Background: an optimization exercise with open tools, aiming at small area, a short achievable clock period and few clock cycles per item. Do not read the settings as production practice. In this exercise RTL edits were held to simulation tests only and were not proved equivalent to the original. Power and IR drop assume default switching activity.

Setup of JK:
// rc_rx
module rc_rx (
    input  wire        clk,
    input  wire        rst,
    input  wire        ev_valid,
    output wire        ev_ready,
    input  wire [15:0] ev_dt,
    input  wire        ev_edge,
    input  wire [7:0]  cfg_tol,      
    input  wire        cfg_in_en,    
    input  wire        clr_valid,    
    output reg         res_valid,
    output reg  [31:0] res_value,
    output reg  [7:0]  res_len,
    output reg  [31:0] res_unit,
    output reg  [2:0]  res_proto
);
For scale: about 4,900 cells after synthesis, about 1,500 flip-flops, ~0.069 sq mm of cells after synthesis.
==> flow/config.mk <==
export PLATFORM = sky130hd
export DESIGN_NAME = rc_rx
export DESIGN_NICKNAME = rc_rx
export VERILOG_FILES = /design/flow/design.v
export SDC_FILE = /design/flow/constraint.sdc
export NUM_CORES = 4
export LEC_CHECK = 0
export CAP_MARGIN = 20
export CORE_MARGIN = 2
export CORE_UTILIZATION = 60
export CTS_CLUSTER_DIAMETER = 70
export CTS_CLUSTER_SIZE = 40
export SLEW_MARGIN = 20
==> flow/constraint.sdc <==
create_clock -name core_clock -period 20.0 [get_ports {clk}]
set_input_delay 4.0000 -clock core_clock [delete_from_list [all_inputs] [get_ports {clk}]]
set_output_delay 4.0000 -clock core_clock [all_outputs]
set_load 0.01 [all_outputs]
standard.sh (not shown) runs the stock make flow with config.mk's settings and CLKGATE_MAP_FILE= SYNTH_SCRIPT=/design/flow/synth_recipe.tcl, a recipe that flattens the netlist after the stock synthesis.
==> flow/flow/run.sh <==
#!/bin/bash
# The standard layout, with one change: the buffers that ORFS puts on
# every input and output port are buf_4 cells instead of the slow delay
# buffer buffer_ports picks by default. Everything else is standard.sh.
set -euo pipefail
export BUFFER_PORTS_ARGS="-buffer_cell sky130_fd_sc_hd__buf_4"
bash standard.sh > standard.log 2>&1
Testbench counts of JK, summed over its fixed seeds: cycles 22,687, events 22,061.
Relative to JK, the following input files were edited for MS:
Settings: CTS_CLUSTER_DIAMETER now 55, was 70; CTS_CLUSTER_SIZE now 35, was 40.
## What came out
- MS: all stages complete, timing, DRC and antenna checks passed
- Comparing JK and MS, the higher sum of met2 wire segment lengths after detailed routing was measured on JK.
- Changes observed in MS relative to JK: global-route usage has remained practically unchanged, fmax has decreased, total power has increased.
diff inputs: MS => AL
Settings: CTS_CLUSTER_DIAMETER now 60, was 55; CAP_MARGIN now 0, was 20; CTS_CLUSTER_SIZE now 30, was 35; SLEW_MARGIN now 0, was 20.
### Flow results
- AL went all the way through synthesis, placement and routing and the layout is clean on timing, DRC and antenna.
- The final worst-path setup slack reported for AL is smaller than that of MS by 0.0070 ns.
- Comparing MS and AL, global routing met1 resource utilization is higher on AL.
- Per the comparison of AL with MS, design area essentially unchanged; number of detailed-route iterations in the first pass picked up an extra 1; sequential portion of the cell area moved up.
### AL -> TR
Settings: SLEW_MARGIN changed from 0 to 20; CAP_MARGIN changed from 0 to 20.
Findings:
Per the final summary, TR finished and its layout is clean on timing, DRC and antenna. Multi-input gate share of the layout cell area of TR is on par with AL. Delta (TR minus AL): minimum period implied by the final worst setup slack flat, wire length moved down, global-route usage held steady, maximum VDD drop moved up. AL and TR ended up with roughly the same post-placement cell count. Compared with AL, in TR cell area has remained practically unchanged; via count barely changed; total of clock buffers placed in the layout -about 3.2%.

* * *

== v8 ==
Another version of the RTL of rc_rx (not shown whole).
Size in the first run: about 5000 cells after synthesis, about 1500 flip-flops, ~69000 sq um of cells after synthesis.
// rc_rx
module rc_rx (
    input  wire        clk,
    input  wire        rst,
    input  wire        ev_valid,
    output wire        ev_ready,
    input  wire [15:0] ev_dt,
    input  wire        ev_edge,
    input  wire [7:0]  cfg_tol,      
    input  wire        cfg_in_en,    
    input  wire        clr_valid,    
    output reg         res_valid,
    output reg  [31:0] res_value,
    output reg  [7:0]  res_len,
    output reg  [31:0] res_unit,
    output reg  [2:0]  res_proto
);
==> flow/config.mk <==
export PLATFORM = sky130hd
export DESIGN_NAME = rc_rx
export DESIGN_NICKNAME = rc_rx
export VERILOG_FILES = /design/flow/design.v
export SDC_FILE = /design/flow/constraint.sdc
export NUM_CORES = 4
export LEC_CHECK = 0
export CAP_MARGIN = 20
export CORE_MARGIN = 2
export CORE_UTILIZATION = 40
export CTS_CLUSTER_DIAMETER = 40
export CTS_CLUSTER_SIZE = 40
export SLEW_MARGIN = 20
==> flow/constraint.sdc <==
create_clock -name core_clock -period 20.0 [get_ports {clk}]
set_input_delay 4.0000 -clock core_clock [delete_from_list [all_inputs] [get_ports {clk}]]
set_output_delay 4.0000 -clock core_clock [all_outputs]
set_load 0.01 [all_outputs]
Scripts as last shown in full above: flow/flow/run.sh
Testbench counts of v8, summed over its fixed seeds: cycles 23,025, events 22,061.
The following lists how v33 was set up differently from v8:
- CTS_CLUSTER_DIAMETER no longer set, was 40
- CTS_CLUSTER_SIZE no longer set, was 40
- CORE_UTILIZATION now 60, was 40
Findings:
Between v8 and v33, the difference in area taken by multi-input logic gates is negligible.
v8 has a higher die area than v33.
Of the two values seen for most utilized layer in the global route result, met2 was produced by v8 and met1 by v33.
Of v8 and v33, v8 shows the higher wire length, with v33 below it.
Changes in v39 relative to v33:
- CORE_UTILIZATION now 40, was 60
Results
Sequential share of power was higher in v33 than in v39. Going from v33 to v39, final estimated routing congestion in global placement grew by a few percent. Comparing pin count of the biggest net entering global routing for v33 and v39, the smaller number came from v39. As of v39, power per standard cell area had fallen slightly compared to v33. Compared to v33, v39 has worst slew margin relative to its limit 1.8 points lower. The lower share of the clock period used by the worst path after layout of v33 and v39 is in v33. Compared with v33, in v39 cell-internal power climbed about 1.4%; final routed wirelength across all metal layers climbed about 4%. Each of the runs, namely v33 and v39, reached the end of the flow and came out clean.
Changes in v54 relative to v39:
- putting CTS_CLUSTER_SIZE at 30 where nothing was set
- swapping 40 for 60 in CORE_UTILIZATION
- putting CTS_CLUSTER_DIAMETER at 60 where nothing was set
Notes after the runs:
- Power dissipated by switching net loads (v39 / v54): 0.928
- v39 vs v54, global-route layer with the greatest usage: met2 vs met1
- v54 vs. v39: post-synthesis to final-layout area growth lost 2.2 points, total routing usage reported by global routing picked up an extra 8.5 points, logic gate share of total power picked up an extra 0.3 points.
- Maximum frequency (higher): v54
- Looking at count of TritonRoute iterations in the first routing pass, v54 sits 1 below v39.
- Summary: with v39 as the reference, wire length of the first global-routing pass in v54 moved down by a few percent.
- v54 ended up with a lower chip width than v39 did.
- Average detailed-routed wire length per instance | v54 above v39

* * *

== run 1 ==
rc_rx, a different RTL version from the one above (not shown whole).
Size in the first run: about 5300 cells after synthesis, about 1400 flip-flops, ~110 I/O pins.
clock: 20.0 ns
lec_check: 0
cap_margin: 20
core_margin: 2
core_utilization: 40
slew_margin: 20
run.sh (not shown) runs the stock make flow with config.mk's settings and CLKGATE_MAP_FILE= SYNTH_SCRIPT=/design/flow/synth_recipe.tcl, a recipe that flattens the netlist after the stock synthesis.
Stock flow here: none of the scripts above is used.
Run 1 | stages: all done | timing, DRC, antenna: all pass
Testbench counts of run 1, summed over its fixed seeds: cycles 23,064, events 22,061.
Input changes introduced in run 2 (baseline for comparison: run 1):
- ABC_AREA: unset -> 1
==> flow/flow/run.sh (new file) <==
#!/bin/bash
# The standard layout, with one change: the buffers that ORFS puts on
# every input and output port are buf_4 cells instead of the slow delay
# buffer buffer_ports picks by default. Everything else is standard.sh.
set -euo pipefail
export BUFFER_PORTS_ARGS="-buffer_cell sky130_fd_sc_hd__buf_4"
bash standard.sh > standard.log 2>&1
==> flow/standard.sh (new file) <==
#!/bin/bash
# synth_recipe.tcl (not shown) runs the flow's synth.tcl, then flattens the netlist and writes it again
# the make line also repeats each setting of config.mk as NAME=value (left out here)
make -C /OpenROAD-flow-scripts/flow DESIGN_CONFIG=/design/flow/config.mk WORK_HOME=/design/flow/orfs CLKGATE_MAP_FILE= SYNTH_SCRIPT=/design/flow/synth_recipe.tcl "${@:-finish}"
removed: flow/run.sh
Results
Run 2 | status: complete | timing, DRC, antenna: pass
According to the power report, total power for run 2 is higher than for run 1.
Cell-internal power on run 2 is behind run 1.
Compared with run 1, in run 2 global placement routability congestion has increased, synthesized instance count picked up an extra 38%, number of tap cells inserted shows an increase of 30.
On switching share of total power: between run 1 and run 2, it ends up lower for run 1.
Compared with run 1, final standard cell count with taps included and fillers excluded in run 2 increased by more than 10%.
Edits applied to the flow inputs when going from run 2 to run 3:
- a deleted ABC_AREA that had been 1
## What came out
Per the comparison of run 3 with run 2, static leakage power went down by 9.0%, later-pin clock latency in the skew report went down 20 ps, relative contribution of the clock network to total power saw little to no change, final area lower, utilization about even. Run 2 has a higher overall power consumption than run 3. Between run 3 and run 2, the initial antenna violation count figures differ only marginally. Of the two values seen for class of the most critical setup path, flip-flop to output port was produced by run 2 and flip-flop to flip-flop by run 3.
Inputs modified between run 3 and run 4:
- CAP_MARGIN changed from 20 to 80
- SLEW_MARGIN changed from 20 to 80
Findings:
- Run 4 gives more design area than run 3 did.
- Number of vias in the routed layout in run 4 vs run 3: up 1547
- Comparing run 4 and run 3, the lower logic gate share of total power is on run 3.

* * *

Another version of the RTL of rc_rx (not shown whole).
Size in the first run: roughly 110 I/O pins.
Settings: LEC_CHECK=0, CAP_MARGIN=20, CORE_MARGIN=2, CORE_UTILIZATION=60, CTS_CLUSTER_DIAMETER=60, CTS_CLUSTER_SIZE=30, SLEW_MARGIN=20; clock period 20.0 ns.
standard.sh (not shown) runs the stock make flow with config.mk's settings and CLKGATE_MAP_FILE= SYNTH_SCRIPT=/design/flow/synth_recipe.tcl, a recipe that flattens the netlist after the stock synthesis.
==> flow/flow/run.sh <==
#!/bin/bash
# The standard layout, with one change: the buffers that ORFS puts on
# every input and output port are buf_4 cells instead of the slow delay
# buffer buffer_ports picks by default. Everything else is standard.sh.
set -euo pipefail
export BUFFER_PORTS_ARGS="-buffer_cell sky130_fd_sc_hd__buf_4"
bash standard.sh > standard.log 2>&1
The first run produced a clean layout.
Testbench counts at the start, summed over its fixed seeds: cycles 22,687, events 22,061.
Then changed:
--- a/flow/config.mk
+++ b/flow/config.mk
@@ -9,3 +9,3 @@
 export CORE_MARGIN = 2
-export CORE_UTILIZATION = 60
+export CORE_UTILIZATION = 67
 export CTS_CLUSTER_DIAMETER = 60
- The changed run finished with timing, DRC and antenna clean
- fmax went down slightly
- utilization came out higher by 7.1 points
- area after synthesis is unchanged

static timing again, ports no longer ideal:
The flow's constraints put no driver on any port. The routed layouts listed below were extracted and timed again, unchanged, in two steps.
Step 1 assumes that a clkbuf_16 drives the clock port and a buf_2 every other input.
Step 2, shift: input delay + t, output delay - t, t = (earliest + latest rising clock arrival at the registers) / 2. This alone moves slack from input paths to output paths.
Slacks: ideal / step 1 / step 2; pairs: ideal / step 1.
| run | shift t [ns] | setup WS [ns] | latest minus earliest clock arrival (ns) |
|---|---|---|---|
| JK | 0.795 | 14.504 / 14.426 / 13.941 | 0.058 / 0.057 |
| MS | 0.817 | 14.482 / 14.405 / 13.960 | 0.049 / 0.050 |
| AL | 0.814 | 14.476 / 14.402 / 13.948 | 0.055 / 0.055 |
| TR | 0.804 | 14.474 / 14.400 / 13.942 | 0.048 / 0.047 |
| v8 | 0.871 | 14.260 / 14.184 / 14.055 | 0.034 / 0.034 |
| v33 | 0.830 | 14.646 / 14.571 / 14.061 | 0.057 / 0.056 |
| v39 | 0.845 | 14.301 / 14.228 / 14.073 | 0.037 / 0.037 |
| v54 | 0.783 | 14.671 / 14.598 / 14.070 | 0.077 / 0.077 |
| run 1 | 0.873 | 14.228 / 14.146 / 13.893 | 0.045 / 0.045 |
| run 2 | 0.875 | 14.517 / 14.431 / 14.216 | 0.075 / 0.074 |
| run 3 | 0.866 | 14.416 / 14.416 / 13.848 | 0.040 / 0.040 |
| run 4 | 0.864 | 14.242 / 14.242 / 14.242 | 0.044 / 0.044 |
| the first run of note 4 | 0.811 | 14.699 / 14.614 / 14.129 | 0.053 / 0.053 |
| the second run of note 4 | 0.797 | 14.671 / 14.593 / 14.166 | 0.068 / 0.068 |
After both steps every run listed still meets setup and hold. For v54, which loses most, drivers alone change the setup slack by -0.073 ns; drivers and shift together by -0.601 ns.
